This is an optimization exercise on Yosys and OpenROAD, whose aim is small area, a short achievable clock period and few clock cycles per item, not a production implementation.
The RTL was checked by simulation tests, not by an equivalence proof against the original design.

Setup of v13:
==> flow/design.v <==
module aq_cache_dir (
    input  wire        clk,
    input  wire        rst,
    input  wire        req_valid,
    output wire        req_ready,
    input  wire [31:0] req_pa,
    input  wire        req_write,
    output wire        resp_valid,
    input  wire        resp_ready,
    output wire        resp_bypass,      
    output wire        resp_hit,
    output wire [1:0]  resp_way,         
    output wire        resp_fill,        
    output wire        resp_evict,       
    output wire [25:0] resp_evict_blk,   
    output wire [7:0]  resp_latency      
);
    localparam SETS = 32;
    localparam WAYS = 4;
    localparam [5:0] ST_RESET = 6'b000100;    
    function [5:0] others(input [1:0] m);
        case (m)
            2'd0:    others = {2'd3, 2'd2, 2'd1};
            2'd1:    others = {2'd3, 2'd2, 2'd0};
            2'd2:    others = {2'd3, 2'd1, 2'd0};
            default: others = {2'd2, 2'd1, 2'd0};
        endcase
    endfunction
    function [7:0] dec_list(input [4:0] c);
        reg [5:0] r;
        reg [1:0] m0, x, y;
        begin
            r = others(c[4:3]);
            case (c[2:1])
                2'd0:    begin m0 = r[1:0]; x = r[3:2]; y = r[5:4]; end
                2'd1:    begin m0 = r[3:2]; x = r[1:0]; y = r[5:4]; end
                default: begin m0 = r[5:4]; x = r[1:0]; y = r[3:2]; end
            endcase
            dec_list = c[0] ? {m0, x, y, c[4:3]} : {m0, y, x, c[4:3]};
        end
    endfunction
    function [4:0] enc_list(input [7:0] l);
        reg [5:0] r;
        reg [1:0] rank;
        begin
            r = others(l[1:0]);
            if (l[7:6] == r[1:0])      rank = 2'd0;
            else if (l[7:6] == r[3:2]) rank = 2'd1;
            else                       rank = 2'd2;
            enc_list = {l[1:0], rank, l[5:4] < l[3:2]};
        end
    endfunction
    function [4:0] touch(input [4:0] c, input [1:0] w);
        reg [7:0] l;
        begin
            l = dec_list(c);
            if (w == l[7:6])      touch = c;
            else if (w == l[5:4]) touch = enc_list({l[5:4], l[7:6], l[3:2], l[1:0]});
            else if (w == l[3:2]) touch = enc_list({l[3:2], l[7:6], l[5:4], l[1:0]});
            else                  touch = enc_list({l[1:0], l[7:6], l[5:4], l[3:2]});
        end
    endfunction
    reg [20:0] tag_q   [0:SETS*WAYS-1];
    reg [3:0]  dirty_q [0:SETS-1];
    reg [5:0]  st_q    [0:SETS-1];
    reg        a_v;
    reg [20:0] a_tag;
    reg [4:0]  a_idx;
    reg        a_wr, a_byp;
    reg        b_v;
    reg [20:0] b_tag;
    reg [4:0]  b_idx;
    reg        b_wr, b_byp;
    reg [20:0] b_tags [0:WAYS-1];
    reg [3:0]  b_dirty;
    reg [5:0]  b_st;
    localparam RW = 36;
    reg          r0_v, r1_v;
    reg [RW-1:0] r0, r1;
    reg        rdy_q;
    wire b_fire = b_v && !r1_v;              
    wire b_take = !b_v || !r1_v;             
    wire a_free = !a_v || !b_v || !r1_v;
    wire accept = req_valid && a_free && !rst;
    wire pop    = r0_v && resp_ready;
    assign req_ready = rdy_q;
    wire r0_v_n = r1_v || (r0_v && !pop) || b_fire;
    wire r1_v_n = r0_v && !pop && (r1_v || b_fire);
    wire a_v_n  = accept || (a_v && !b_take);
    wire b_v_n  = b_take ? a_v : b_v;
    wire        F    = b_st[5];
    wire [4:0]  code = b_st[4:0];
    wire [7:0]  lst  = dec_list(code);
    wire [1:0]  m3   = lst[1:0];
    wire [3:0] valid;
    wire [3:0] eq;
    genvar gw;
    generate
        for (gw = 0; gw < WAYS; gw = gw + 1) begin : g_way
            assign valid[gw] = F || (gw < m3);
            assign eq[gw]    = valid[gw] && (b_tags[gw] == b_tag);
        end
    endgenerate
    wire       hit   = |eq;
    wire [1:0] hw    = {eq[3] | eq[2], eq[3] | eq[1]};
    wire       fill  = !hit && !b_wr && !b_byp;
    wire [20:0] vtag = b_tags[m3];
    wire       evict = fill && F && b_dirty[m3];
    wire [4:0] ct0 = touch(code, 2'd0);
    wire [4:0] ct1 = touch(code, 2'd1);
    wire [4:0] ct2 = touch(code, 2'd2);
    wire [4:0] ct3 = touch(code, 2'd3);
    wire [4:0] code_hit = ({5{eq[0]}} & ct0) | ({5{eq[1]}} & ct1) |
                          ({5{eq[2]}} & ct2) | ({5{eq[3]}} & ct3);
    wire [4:0] code_fill = enc_list({m3, lst[7:6], lst[5:4], lst[3:2]});
    wire [5:0] st_new = hit  ? {F, code_hit} :
                        fill ? {F | (m3 == 2'd3), code_fill} :
                               b_st;
    wire [3:0] m3_oh = 4'b0001 << m3;
    wire [3:0] dirty_new = (b_dirty | (eq & {4{b_wr}})) & ~(m3_oh & {4{fill}});
    reg        w_v;
    reg [4:0]  w_idx;
    reg [1:0]  w_way;
    reg [20:0] w_tag;
    always @(posedge clk) begin
        w_v   <= b_fire && fill;
        w_idx <= b_idx;
        w_way <= m3;
        w_tag <= b_tag;
    end
    integer s, w;
    always @(posedge clk) begin
        for (s = 0; s < SETS; s = s + 1) begin
            if (b_fire && b_idx == s)
                dirty_q[s] <= dirty_new;
            for (w = 0; w < WAYS; w = w + 1)
                if (w_v && w_idx == s && w_way == w)
                    tag_q[s*WAYS + w] <= w_tag;
        end
    end
    always @(posedge clk) begin
        for (s = 0; s < SETS; s = s + 1) begin
            if (rst)
                st_q[s] <= ST_RESET;
            else if (b_fire && b_idx == s)
                st_q[s] <= st_new;
        end
    end
    reg  [20:0] rd_tag [0:WAYS-1];
    reg  [3:0]  rd_dirty;
    reg  [5:0]  rd_st;
    always @(*) begin
        for (w = 0; w < WAYS; w = w + 1)
            rd_tag[w] = 21'd0;
        rd_dirty = 4'd0;
        rd_st    = 6'd0;
        for (s = 0; s < SETS; s = s + 1) begin
            for (w = 0; w < WAYS; w = w + 1)
                if (w < 2 ? rd_sel[s] : rd_sel2[s])
                    rd_tag[w] = rd_tag[w] | tag_q[s*WAYS + w];
            if (rd_sel2[s]) begin
                rd_dirty = rd_dirty | dirty_q[s];
                rd_st    = rd_st | st_q[s];
            end
        end
    end
    wire [4:0] a_idx_n  = a_free ? req_pa[10:6] : a_idx;
    wire [4:0] b_idx_n  = b_take ? a_idx : b_idx;
    wire       stall_n  = b_v_n && r1_v_n;
    wire       fire_n   = b_v_n && !r1_v_n;
    wire [4:0] rd_idx_n = stall_n ? b_idx_n : a_idx_n;
    wire       fwd_n    = fire_n && (a_idx_n == b_idx_n);
    reg  [SETS-1:0] rd_sel, rd_sel2;
    reg             fwd_q;
    reg  [3:0]      wsel_q;
    always @(posedge clk) begin
        rd_sel <= {{(SETS-1){1'b0}}, 1'b1} << rd_idx_n;
        for (s = 0; s < SETS; s = s + 1)
            rd_sel2[s] <= rd_idx_n == s;
        fwd_q  <= fwd_n;
        wsel_q <= {4{b_fire && fill && rd_idx_n == b_idx}} & m3_oh;
    end
    always @(posedge clk) begin
        if (a_free) begin    
            a_tag <= req_pa[31:11];
            a_idx <= req_pa[10:6];
            a_wr  <= req_write;
            a_byp <= (req_pa[31:14] == 18'd0) && (req_pa[13:12] == 2'd1 || req_pa[13:12] == 2'd2);
        end
        if (b_take) begin
            b_tag <= a_tag;
            b_idx <= a_idx;
            b_wr  <= a_wr;
            b_byp <= a_byp;
        end
        for (w = 0; w < WAYS; w = w + 1)
            b_tags[w] <= (fwd_q && fill && m3 == w) ? b_tag :
                         wsel_q[w] ? w_tag : rd_tag[w];
        b_dirty <= (rd_dirty | ({4{fwd_q && b_wr}} & eq)) & ~({4{fwd_q && fill}} & m3_oh);
        b_st    <= (fwd_q && hit)  ? {rd_st[5], code_hit} :
                   (fwd_q && fill) ? {rd_st[5] | (m3 == 2'd3), code_fill} : rd_st;
    end
    wire [RW-1:0] n_resp = {b_byp, hit, hit ? hw : m3, fill, evict, vtag, b_idx,
                            !hit, !hit && !evict, hit || evict};
    always @(posedge clk) begin
        if (!r0_v || pop)
            r0 <= r1_v ? r1 : n_resp;
        if (!r1_v)
            r1 <= n_resp;
    end
    always @(posedge clk) begin
        if (rst) begin
            a_v   <= 1'b0;
            b_v   <= 1'b0;
            r0_v  <= 1'b0;
            r1_v  <= 1'b0;
            rdy_q <= 1'b1;
        end else begin
            a_v   <= a_v_n;
            b_v   <= b_v_n;
            r0_v  <= r0_v_n;
            r1_v  <= r1_v_n;
            rdy_q <= !a_v_n || !b_v_n || !r1_v_n;
        end
    end
    wire       o_byp, o_hit, o_fill, o_ev, o_l6, o_l5, o_l3;
    wire [1:0] o_way;
    wire [25:0] o_blk;
    assign {o_byp, o_hit, o_way, o_fill, o_ev, o_blk, o_l6, o_l5, o_l3} = r0;
    assign resp_valid     = r0_v;
    assign resp_bypass    = o_byp;
    assign resp_hit       = o_hit;
    assign resp_way       = o_way;
    assign resp_fill      = o_fill;
    assign resp_evict     = o_ev;
    assign resp_evict_blk = o_blk;
    assign resp_latency   = {o_ev, o_l6, o_l5, 1'b0, o_l3, o_l5, o_hit, 1'b0};
endmodule
clock: 10.0 ns
lec_check: 0
cap_margin: 20
core_margin: 2
core_utilization: 55
cts_buf_list: sky130_fd_sc_hd__clkbuf_16
cts_cluster_diameter: 80
cts_cluster_size: 20
slew_margin: 20
tns_end_percent: 5
standard.sh (not shown) runs the stock make flow with config.mk's settings and CLKGATE_MAP_FILE= SYNTH_SCRIPT=/design/flow/synth_recipe.tcl, a recipe that flattens the netlist after the stock synthesis.
==> flow/flow/run.sh <==
#!/bin/bash
# Standard layout (the standard.sh, standard synthesis unchanged), with
#  - the setup repair margin raised so that repair_timing works on every path
#    slower than the period this design can reach, and
#  - the port buffers (one per input and output, as standard) made buf_4.
# The clock and constraints are the standard flow's.
set -euo pipefail
bash standard.sh SETUP_SLACK_MARGIN=6.8 "BUFFER_PORTS_ARGS=-buffer_cell sky130_fd_sc_hd__buf_4" finish > standard_flow.log 2>&1
Testbench counts of v13, summed over its fixed seeds: cycles 24,024, items 24,000.
Input-level comparison between v36 and v13:
-- flow/design.v --
<<< v13, line 156
        rd_st    = 6'd0;
        for (s = 0; s < SETS; s = s + 1) begin
            for (w = 0; w < WAYS; w = w + 1)
                if (w < 2 ? rd_sel[s] : rd_sel2[s])
                    rd_tag[w] = rd_tag[w] | tag_q[s*WAYS + w];
            if (rd_sel2[s]) begin
                rd_dirty = rd_dirty | dirty_q[s];
                rd_st    = rd_st | st_q[s];
>>> v36, line 156
        rd_st    = 6'd0;
        for (s = 0; s < SETS; s = s + 1) begin
            if (rd_sel[s]) begin
                for (w = 0; w < WAYS; w = w + 1)
                    rd_tag[w] = rd_tag[w] | tag_q[s*WAYS + w];
                rd_dirty = rd_dirty | dirty_q[s];
                rd_st    = rd_st | st_q[s];
<<< v13, line 171
    wire [4:0] rd_idx_n = stall_n ? b_idx_n : a_idx_n;
    wire       fwd_n    = fire_n && (a_idx_n == b_idx_n);
    reg  [SETS-1:0] rd_sel, rd_sel2;
    reg             fwd_q;
    reg  [3:0]      wsel_q;
    always @(posedge clk) begin
        rd_sel <= {{(SETS-1){1'b0}}, 1'b1} << rd_idx_n;
        for (s = 0; s < SETS; s = s + 1)
            rd_sel2[s] <= rd_idx_n == s;
        fwd_q  <= fwd_n;
        wsel_q <= {4{b_fire && fill && rd_idx_n == b_idx}} & m3_oh;
>>> v36, line 170
    wire [4:0] rd_idx_n = stall_n ? b_idx_n : a_idx_n;
    wire       fwd_n    = fire_n && (a_idx_n == b_idx_n);
    reg  [SETS-1:0] rd_sel;
    reg             fwd_q;
    reg  [3:0]      wsel_q;
    always @(posedge clk) begin
        rd_sel <= {{(SETS-1){1'b0}}, 1'b1} << rd_idx_n;
        fwd_q  <= fwd_n;
        wsel_q <= {4{b_fire && fill && rd_idx_n == b_idx}} & m3_oh;
Notes after the runs:
Row setup slack: v36 lower / v13 higher. v13 -> v36: number of slew-limit violations in the final report delta 0, exact match. Max freq v13 -> v36: degraded. From v13 to v36 the numbers moved as follows: met3 layer wire length in the routed design now sits lower, total track usage fell 0.77 points, setup slack on the worst flop-to-flop path saw a decrease, mapped cell area now sits lower. Final critical path time including I/O delays and setup ended up 0.017 ns higher on v36 than on v13. From v13 to v36 the numbers moved as follows: switching part of the total barely changed, hold slack decreased by 0.018 ns relative to the old numbers.
Testbench counts of v36, summed over its fixed seeds: cycles 24,024, items 24,000.

==> static timing again, ports no longer ideal <==
No port has a modelled driver above. Below, the same layouts with a new extraction and two added sets of constraints. Step 1: set_driving_cell puts a clkbuf_16 on clk and a buf_2 on each other input, an assumption about the parent block. Step 2 times the ports against the registers' clock, not the clock port: input delays grow and output delays shrink by t, the midpoint of the rising clock arrivals with the driver on. a / b / c = ideal ports / drivers / drivers and shift; a / b = the first two.
| run | t, ns | setup slack, ns | clock arrival spread, ns |
|---|---|---|---|
| v13 | 0.970 | 6.391 / 6.391 / 6.015 | 0.040 / 0.039 |
| v36 | 0.966 | 6.374 / 6.374 / 5.879 | 0.043 / 0.043 |
After both steps setup and hold are still met in every run listed. For v36, which loses most, drivers alone change the setup slack by 0.000 ns; drivers and shift together by -0.495 ns.
